This design comes from an exercise in tuning for small area, a short achievable clock period and few clock cycles per item on the open sky130 flow, not from production work. The RTL was checked by simulation tests, not by an equivalence proof against the original design.

==> v36 <==
// wavetable_osc
module wavetable_osc (
    input  wire        clk,
    input  wire        rst,             
    input  wire        cmd_valid,
    output wire        cmd_ready,
    input  wire [31:0] cmd_word,
    input  wire [31:0] cmd_w0,
    output reg         smp_valid,
    output reg  [31:0] smp_data,
    output wire        idle,
    output reg  [31:0] phase,
    output reg         reset_pending,
    output reg         err_cmd,
    output reg         err_w0
);
    localparam [3:0] OP_INIT = 4'd1, OP_FILL = 4'd2, OP_NOTE_ON = 4'd3,
                     OP_NOTE_OFF = 4'd4, OP_PARAM = 4'd5;
    function [31:0] q31_encode;
        input [31:0] x;
        reg [31:0] mag;
        begin
            if (x[30:23] >= 8'd127)
                q31_encode = x[31] ? 32'h80000000 : 32'h7FFFFFFF;
            else begin
                if (x[30:23] >= 8'd119)
                    mag = {8'd0, 1'b1, x[22:0]} << (x[30:23] - 8'd119);
                else if (x[30:23] >= 8'd95)
                    mag = {8'd0, 1'b1, x[22:0]} >> (8'd119 - x[30:23]);
                else
                    mag = 32'd0;
                q31_encode = x[31] ? -mag : mag;
            end
        end
    endfunction
    reg         rdy_q, idle_q;
    reg         h_full;
    reg  [31:0] h_cw, h_w0;
    assign cmd_ready = rdy_q;
    assign idle      = idle_q;
    wire acc = cmd_valid & rdy_q;
    reg  [37:0] pf;                  
    reg         pst;                 
  ...
clock: 30.0 ns
lec_check: 0
abc_area: 1
cap_margin: 20
core_margin: 2
core_utilization: 40
place_density: 0.55
slew_margin: 20
synth_hierarchical: 1
synth_memory_max_bits: 16384
run.sh (not shown) runs the stock make flow with config.mk's settings and CLKGATE_MAP_FILE= SYNTH_SCRIPT=/design/flow/synth_recipe.tcl, a recipe that flattens the netlist after the stock synthesis.
==> inputs of v38, as changes to v36 <==
==> flow/flow/run.sh (new file) <==
#!/bin/bash
# The standard layout (the standard.sh, its synthesis unchanged), with
# one change: the buffers that global placement puts on every input and
# output port are sky130_fd_sc_hd__buf_2 cells instead of the default
# choice (a delay cell, sky130_fd_sc_hd__clkdlybuf4s50_1). Every port still
# gets its own buffer. make's full output goes to layout.log here.
set -euo pipefail
bash standard.sh 'BUFFER_PORTS_ARGS=-buffer_cell sky130_fd_sc_hd__buf_2' finish > layout.log 2>&1
==> flow/standard.sh (new file) <==
#!/bin/bash
# synth_recipe.tcl (not shown) runs the flow's synth.tcl, then flattens the netlist and writes it again
# the make line also repeats each setting of config.mk as NAME=value (left out here)
make -C /OpenROAD-flow-scripts/flow DESIGN_CONFIG=/design/flow/config.mk WORK_HOME=/design/flow/orfs CLKGATE_MAP_FILE= SYNTH_SCRIPT=/design/flow/synth_recipe.tcl "${@:-finish}"
removed: flow/run.sh
==> summary.txt <==
Global routing
  • Gr usage total: 30.76%
  • Largest net degree at the start of global routing: 169
  • Met3 GRT Util: 3.978%

Drt
  • Met3 WL: 47.97 mm

Setup path
  • FF-to-FF setup slack: 22.57 ns
  • CP arrival: between 1.5 and 2 ns

Outcome
  • Status: no timing/DRC/antenna violations

STA
  • Max_slew headroom: between 20% and 30%
  • Tcrit/Tclk final: 25.33%

Finish
  • Final net count: roughly 27k
  • Final Instance Count excl. Fillers: about 31k

Placed design
  • Pre-CTS setup slack: 22.60 ns
(the above is from v38)
==> summary.txt <==
Outcome
  • Status: no timing/DRC/antenna violations

Finish
  • Final Instance Count excl. Fillers: 31.24k
  • Final net count: 27.24k

Global routing
  • Gr usage total: 30.51%
  • Largest net degree at the start of global routing: 189

Placed design
  • Pre-CTS setup slack: 22.52 ns

Setup path
  • CP arrival: 1.98 ns

Drt
  • Met3 WL: 51.30 mm
(the above is from v36)
Testbench counts of v36, summed over its fixed seeds: cycles 41,430, items 41,154.
Testbench counts of v38, summed over its fixed seeds: cycles 41,430, items 41,154.

==> run G: inputs <==
wavetable_osc, a different RTL version from the one above (not shown whole).
==> flow/config.mk <==
export PLATFORM = sky130hd
export DESIGN_NAME = wavetable_osc
export DESIGN_NICKNAME = wavetable_osc
export VERILOG_FILES = /design/flow/design.v
export SDC_FILE = /design/flow/constraint.sdc
export NUM_CORES = 4
export LEC_CHECK = 0
export ABC_AREA = 1
export CAP_MARGIN = 20
export CORE_MARGIN = 2
export CORE_UTILIZATION = 40
export PLACE_DENSITY = 0.55
export SLEW_MARGIN = 20
export SYNTH_HIERARCHICAL = 1
export SYNTH_MEMORY_MAX_BITS = 16384
==> flow/constraint.sdc <==
create_clock -name core_clock -period 30.0 [get_ports {clk}]
set_input_delay 6.0000 -clock core_clock [delete_from_list [all_inputs] [get_ports {clk}]]
set_output_delay 6.0000 -clock core_clock [all_outputs]
set_load 0.01 [all_outputs]
Stock flow here: none of the scripts above is used.
==> run M: changes against run G <==
--- a/flow/design.v
+++ b/flow/design.v
@@ -1,24 +1,37 @@
-module wto_fadd1 (
+module wto_fadd1a (
     input  wire [31:0] a,
     input  wire [31:0] b,
-    output wire        bs,        
-    output wire        zs,        
-    output wire [7:0]  be,        
-    output wire [27:0] sum        
+    output wire [66:0] x          
 );
     wire        swap = a[30:0] < b[30:0];
     wire [7:0]  ea   = (a[30:23] == 8'd0) ? 8'd1 : a[30:23];
     wire [7:0]  eb   = (b[30:23] == 8'd0) ? 8'd1 : b[30:23];
     wire [7:0]  dab  = ea - eb;
     wire [7:0]  dba  = eb - ea;
     wire [23:0] ma   = {a[30:23] != 8'd0, a[22:0]};
     wire [23:0] mb   = {b[30:23] != 8'd0, b[22:0]};
-    wire [7:0]  ed   = swap ? dba : dab;
-    wire [23:0] bm   = swap ? mb : ma;
-    wire [23:0] sm   = swap ? ma : mb;
+    assign x = {swap ? b[31] : a[31],            
+                a[31] & b[31],                   
+                a[31] ^ b[31],                   
+                swap ? eb : ea,                  
+                swap ? dba : dab,                
+                swap ? mb : ma,                  
+                swap ? ma : mb};                 
+endmodule
+module wto_fadd1b (
+    input  wire [66:0] x,
+    output wire        bs,
+    output wire        zs,
+    output wire [7:0]  be,
+    output wire [27:0] sum        
+);
+    wire        sub = x[64];
+    wire [7:0]  ed  = x[55:48];
+    wire [23:0] bm  = x[47:24];
+    wire [23:0] sm  = x[23:0];
     reg  [25:0] v;
     reg         st;
     always @(*) begin
         v  = {sm, 2'b00};
         st = 1'b0;
         if (ed[4]) begin st = st | (v[15:0] != 16'd0); v = v >> 16; end
@@ -28,17 +41,17 @@
         if (ed[0]) begin st = st | v[0];               v = v >> 1;  end
         if (ed[7:5] != 3'd0) begin
             v  = 26'd0;
             st = (sm != 24'd0);
         end
     end
-    assign bs  = swap ? b[31] : a[31];
-    assign zs  = a[31] & b[31];
-    assign be  = swap ? eb : ea;
-    assign sum = (a[31] != b[31]) ? {1'b0, bm, 3'b000} - {2'b00, v, st}
-                                  : {1'b0, bm, 3'b000} + {2'b00, v, st};
+    assign bs  = x[66];
+    assign zs  = x[65];
+    assign be  = x[63:56];
+    assign sum = sub ? {1'b0, bm, 3'b000} - {2'b00, v, st}
+                     : {1'b0, bm, 3'b000} + {2'b00, v, st};
 endmodule
 module wto_fadd2 #(
     parameter SUBN = 1           
 ) (
     input  wire        bs,
     input  wire        zs,
@@ -812,13 +825,13 @@
     wire        slow_nx   = fill ? w_slow : g_slow;
     wire        free_f    = w_slow ? f_eq0 : f_le1;
     wire        free_g    = g_slow ? (gd_eq0 & ~inject & ~jB2 & ~jB3) : gd_le1;
     wire        free_nx   = fill ? free_f : free_g;
     wire [2:0]  sc_nx     = fill ? (w_slow ? 3'd2 : 3'd0) : inject ? 3'd5 : (sc != 3'd0) ? sc - 3'd1 : 3'd0;
     wire        emit_nx   = ~gn_eq0 & (sc_nx == 3'd0);
-    reg vA, vB1, vB2, vB3, vC, vD1, vD2, vE0, vE1, vE2, vF;
+    reg vA, vB1, vB2, vB3, vC, vD0, vD1, vD2, vE0, vE1, vE2, vE3, vF;
     reg rst_q;
     always @(posedge clk)
         rst_q <= rst;
     always @(posedge clk) begin
         if (rst) begin
             rdy_q  <= 1'b0;
@@ -826,13 +839,14 @@
         end else if (rst_q) begin
             rdy_q  <= 1'b1;
             idle_q <= 1'b0;
         end else begin
             rdy_q  <= ~h_full_nx | free_nx;
             idle_q <= ~h_full_nx & gn_eq0 & ~inject & ~jB2 & ~jB3 & ~jC & ~emit
-                      & ~vA & ~vB1 & ~vB2 & ~vB3 & ~vC & ~vD1 & ~vD2 & ~vE0 & ~vE1 & ~vE2 & ~vF;
+                      & ~vA & ~vB1 & ~vB2 & ~vB3 & ~vC & ~vD0 & ~vD1 & ~vD2 & ~vE0 & ~vE1
+                      & ~vE2 & ~vE3 & ~vF;
         end
     end
     always @(posedge clk) begin
         if (rst_q) begin
             h_full        <= 1'b0;
             g_left        <= 12'd0;
@@ -983,28 +997,29 @@
                     .kl(B1_kl), .kone(B1_kone), .kzero(B1_kzero), .y(m_r1));
     wire [3:0] x0 = B1_u[3:0] ^ {4{B1_u[4]}};
     wto_wt_rom u_w0 (.addr({B1_row, x0}),        .data(wt_r0));
     wto_wt_rom u_w1 (.addr({B1_row + 3'd1, x0}), .data(wt_r1));
     wire [31:0] a_r0 = {wt_r0[31] ^ B1_u[4], wt_r0[30:0]};
     wire [31:0] a_r1 = {wt_r1[31] ^ B1_u[4], wt_r1[30:0]};
-    reg  [31:0] B2_a0, B2_m0, B2_a1, B2_m1;
+    wire [66:0] o_r0, o_r1;
+    wto_fadd1a u_o0 (.a(a_r0), .b(m_r0), .x(o_r0));
+    wto_fadd1a u_o1 (.a(inject ? phase : a_r1), .b(inject ? g_wf : m_r1), .x(o_r1));
+    reg  [66:0] B2_o0, B2_o1;
     reg         B2_xf;
     reg  [10:0] B2_wt;
     always @(posedge clk) begin
-        B2_a0 <= a_r0;
-        B2_m0 <= m_r0;
-        B2_a1 <= inject ? phase : a_r1;
-        B2_m1 <= inject ? g_wf  : m_r1;
+        B2_o0 <= o_r0;
+        B2_o1 <= o_r1;
         B2_xf <= B1_xf;
         B2_wt <= B1_wt;
     end
     wire        x0_bs, x0_zs, x1_bs, x1_zs;
     wire [7:0]  x0_be, x1_be;
     wire [27:0] x0_sum, x1_sum;
-    wto_fadd1 u_a0 (.a(B2_a0), .b(B2_m0), .bs(x0_bs), .zs(x0_zs), .be(x0_be), .sum(x0_sum));
-    wto_fadd1 u_a1 (.a(B2_a1), .b(B2_m1), .bs(x1_bs), .zs(x1_zs), .be(x1_be), .sum(x1_sum));
+    wto_fadd1b u_a0 (.x(B2_o0), .bs(x0_bs), .zs(x0_zs), .be(x0_be), .sum(x0_sum));
+    wto_fadd1b u_a1 (.x(B2_o1), .bs(x1_bs), .zs(x1_zs), .be(x1_be), .sum(x1_sum));
     reg         B3_bs0, B3_zs0, B3_bs1, B3_zs1;
     reg  [7:0]  B3_be0, B3_be1;
     reg  [27:0] B3_sum0, B3_sum1;
     reg         B3_xf;
     reg  [10:0] B3_wt;
     always @(posedge clk) begin
@@ -1022,27 +1037,39 @@
     always @(posedge clk) begin
         C_s0 <= s_r0;
         C_s1 <= s_r1;
         C_xf <= B3_xf;
         C_wt <= B3_wt;
     end
+    wire [66:0] y0_o;
+    wto_fadd1a u_d2o (.a(C_s1), .b({~C_s0[31], C_s0[30:0]}), .x(y0_o));
+    reg  [66:0] D0_o;
+    reg  [31:0] D0_s0;
+    reg         D0_xf;
+    reg  [10:0] D0_wt;
+    always @(posedge clk) begin
+        D0_o  <= y0_o;
+        D0_s0 <= C_s0;
+        D0_xf <= C_xf;
+        D0_wt <= C_wt;
+    end
     wire        y0_bs, y0_zs;
     wire [7:0]  y0_be;
     wire [27:0] y0_sum;
-    wto_fadd1 u_d2a (.a(C_s1), .b({~C_s0[31], C_s0[30:0]}), .bs(y0_bs), .zs(y0_zs), .be(y0_be), .sum(y0_sum));
+    wto_fadd1b u_d2a (.x(D0_o), .bs(y0_bs), .zs(y0_zs), .be(y0_be), .sum(y0_sum));
     reg         D1_bs, D1_zs;
     reg  [7:0]  D1_be;
     reg  [27:0] D1_sum;
     reg  [31:0] D1_s0;
     reg         D1_xf;
     reg  [10:0] D1_wt;
     always @(posedge clk) begin
         D1_bs <= y0_bs; D1_zs <= y0_zs; D1_be <= y0_be; D1_sum <= y0_sum;
-        D1_s0 <= C_s0;
-        D1_xf <= C_xf;
-        D1_wt <= C_wt;
+        D1_s0 <= D0_s0;
+        D1_xf <= D0_xf;
+        D1_wt <= D0_wt;
     end
     wire [31:0] d2;
     wto_fadd2 #(.SUBN(0)) u_d2b (.bs(D1_bs), .zs(D1_zs), .be(D1_be), .sum(D1_sum), .y(d2));
     reg  [31:0] D2_d2, D2_s0;
     reg         D2_xf;
     reg  [10:0] D2_wt;
@@ -1069,35 +1096,42 @@
     wto_wround u_wr (.p(E0_p), .wc(E0_wt[2:0]), .d(E0_d2), .y(m2));
     reg  [31:0] E1_m2, E1_s0;
     always @(posedge clk) begin
         E1_m2 <= !E0_xf ? 32'd0 : E0_wt[3] ? E0_d2 : m2;
         E1_s0 <= E0_s0;
     end
+    wire [66:0] z0_o;
+    wto_fadd1a u_sxo (.a(E1_s0), .b(E1_m2), .x(z0_o));
+    reg  [66:0] E2_o;
+    always @(posedge clk)
+        E2_o <= z0_o;
     wire        z0_bs, z0_zs;
     wire [7:0]  z0_be;
     wire [27:0] z0_sum;
-    wto_fadd1 u_sxa (.a(E1_s0), .b(E1_m2), .bs(z0_bs), .zs(z0_zs), .be(z0_be), .sum(z0_sum));
-    reg         E2_bs, E2_zs;
-    reg  [7:0]  E2_be;
-    reg  [27:0] E2_sum;
+    wto_fadd1b u_sxa (.x(E2_o), .bs(z0_bs), .zs(z0_zs), .be(z0_be), .sum(z0_sum));
+    reg         E3_bs, E3_zs;
+    reg  [7:0]  E3_be;
+    reg  [27:0] E3_sum;
     always @(posedge clk) begin
-        E2_bs <= z0_bs; E2_zs <= z0_zs; E2_be <= z0_be; E2_sum <= z0_sum;
+        E3_bs <= z0_bs; E3_zs <= z0_zs; E3_be <= z0_be; E3_sum <= z0_sum;
     end
     wire [31:0] sx;
-    wto_fadd2 #(.SUBN(0)) u_sxb (.bs(E2_bs), .zs(E2_zs), .be(E2_be), .sum(E2_sum), .y(sx));
+    wto_fadd2 #(.SUBN(0)) u_sxb (.bs(E3_bs), .zs(E3_zs), .be(E3_be), .sum(E3_sum), .y(sx));
     reg  [31:0] F_s;
     always @(posedge clk)
         F_s <= sx;
     always @(posedge clk)
         smp_data <= q31_encode(F_s);
     always @(posedge clk) begin
         if (rst_q) begin
-            vA <= 1'b0; vB1 <= 1'b0; vB2 <= 1'b0; vB3 <= 1'b0; vC <= 1'b0; vD1 <= 1'b0;
-            vD2 <= 1'b0; vE0 <= 1'b0; vE1 <= 1'b0; vE2 <= 1'b0; vF <= 1'b0;
+            vA <= 1'b0; vB1 <= 1'b0; vB2 <= 1'b0; vB3 <= 1'b0; vC <= 1'b0; vD0 <= 1'b0;
+            vD1 <= 1'b0; vD2 <= 1'b0; vE0 <= 1'b0; vE1 <= 1'b0; vE2 <= 1'b0; vE3 <= 1'b0;
+            vF <= 1'b0;
         end else begin
-            vA <= emit; vB1 <= vA; vB2 <= vB1; vB3 <= vB2; vC <= vB3; vD1 <= vC;
-            vD2 <= vD1; vE0 <= vD2; vE1 <= vE0; vE2 <= vE1; vF <= vE2;
+            vA <= emit; vB1 <= vA; vB2 <= vB1; vB3 <= vB2; vC <= vB3; vD0 <= vC;
+            vD1 <= vD0; vD2 <= vD1; vE0 <= vD2; vE1 <= vE0; vE2 <= vE1; vE3 <= vE2;
+            vF <= vE3;
         end
     end
     always @(posedge clk)
         smp_valid <= vF & ~rst & ~rst_q;
 endmodule
==> flow/flow/run.sh (new file) <==
#!/bin/bash
# The standard layout (the standard.sh, its synthesis unchanged), with
# one change: the buffers that global placement puts on every input and
# output port are sky130_fd_sc_hd__buf_2 cells instead of the default
# choice (a delay cell, sky130_fd_sc_hd__clkdlybuf4s50_1). Every port still
# gets its own buffer. make's full output goes to layout.log here.
set -euo pipefail
bash standard.sh 'BUFFER_PORTS_ARGS=-buffer_cell sky130_fd_sc_hd__buf_2' finish > layout.log 2>&1
==> flow/standard.sh (new file) <==
#!/bin/bash
# synth_recipe.tcl (not shown) runs the flow's synth.tcl, then flattens the netlist and writes it again
# the make line also repeats each setting of config.mk as NAME=value (left out here)
make -C /OpenROAD-flow-scripts/flow DESIGN_CONFIG=/design/flow/config.mk WORK_HOME=/design/flow/orfs CLKGATE_MAP_FILE= SYNTH_SCRIPT=/design/flow/synth_recipe.tcl "${@:-finish}"
CORE_UTILIZATION = 45   (was 40)
PLACE_DENSITY = 0.58   (was 0.55)
removed: flow/run.sh
==> results.txt <==
|  | run G | run M |
|---|---|---|
| Number of different library cells in the post-synthesis netlist | 89 | 90 |
| Via count of the first global-routing pass | 157558 | 157455 |
| XOR/XNOR share of the synthesized area | 0.0577 | 0.0560 |
| Share of post-route cells with drive strength above 1 | 0.0742 | 0.0809 |
| Final design utilization | 0.424 | 0.473 |
| Final critical path time including I/O delays and setup | 7970 ps | 7660 ps |
| Number of antenna violations at the first check in global routing | 41 | 21 |
| Starting density of the core | 0.402 | 0.453 |
| Half-perimeter wire length after detailed placement | 524000 um | 515000 um |
| Sequential cell count of the final layout | 1236 | 1422 |
| Total standard cell area after synthesis | 0.162 sq mm | 0.166 sq mm |
| Inserted Clock Buffers | 160 | 176 |
| Worst clock skew | 61.5 ps | 89.5 ps |
| Register bit total from synthesis | 1236 | 1422 |
| Status | finished clean | finished clean |
| Drt via density | 5.43 | 5.55 |
| Non-Filler Cell Area, Final | 0.171 sq mm | 0.173 sq mm |
Testbench counts of run G, summed over its fixed seeds: cycles 41,414, items 41,154.
Testbench counts of run M, summed over its fixed seeds: cycles 41,430, items 41,154.

-- what the ideal ports hide --
The flow's constraints put no driver on any port. The routed layouts listed below were extracted and timed again, unchanged, in two steps.
Step 1: set_driving_cell puts a clkbuf_16 on clk and a buf_2 on each other input, an assumption about the parent block.
Step 2 also shifts input and output timing later by t, the mid clock arrival at the registers, as if the neighbouring blocks saw the same clock.
Three values: no drivers, after step 1, after step 2; two values: the first two.
run	t (ns)	setup WS [ns]	worst setup path after step 2	worst slew at a driven data input, ns	cell pins on the clock port's net
v36	0.999	22.015 / 21.902 / 22.399	register to register	0.08	1
v38	1.004	22.401 / 22.290 / 22.574	register to register	0.08	1
run G	0.996	22.028 / 21.918 / 22.221	register to register	0.16	1
run M	0.987	22.343 / 22.226 / 22.741	register to register	0.07	1
After both steps every run listed still meets setup and hold.
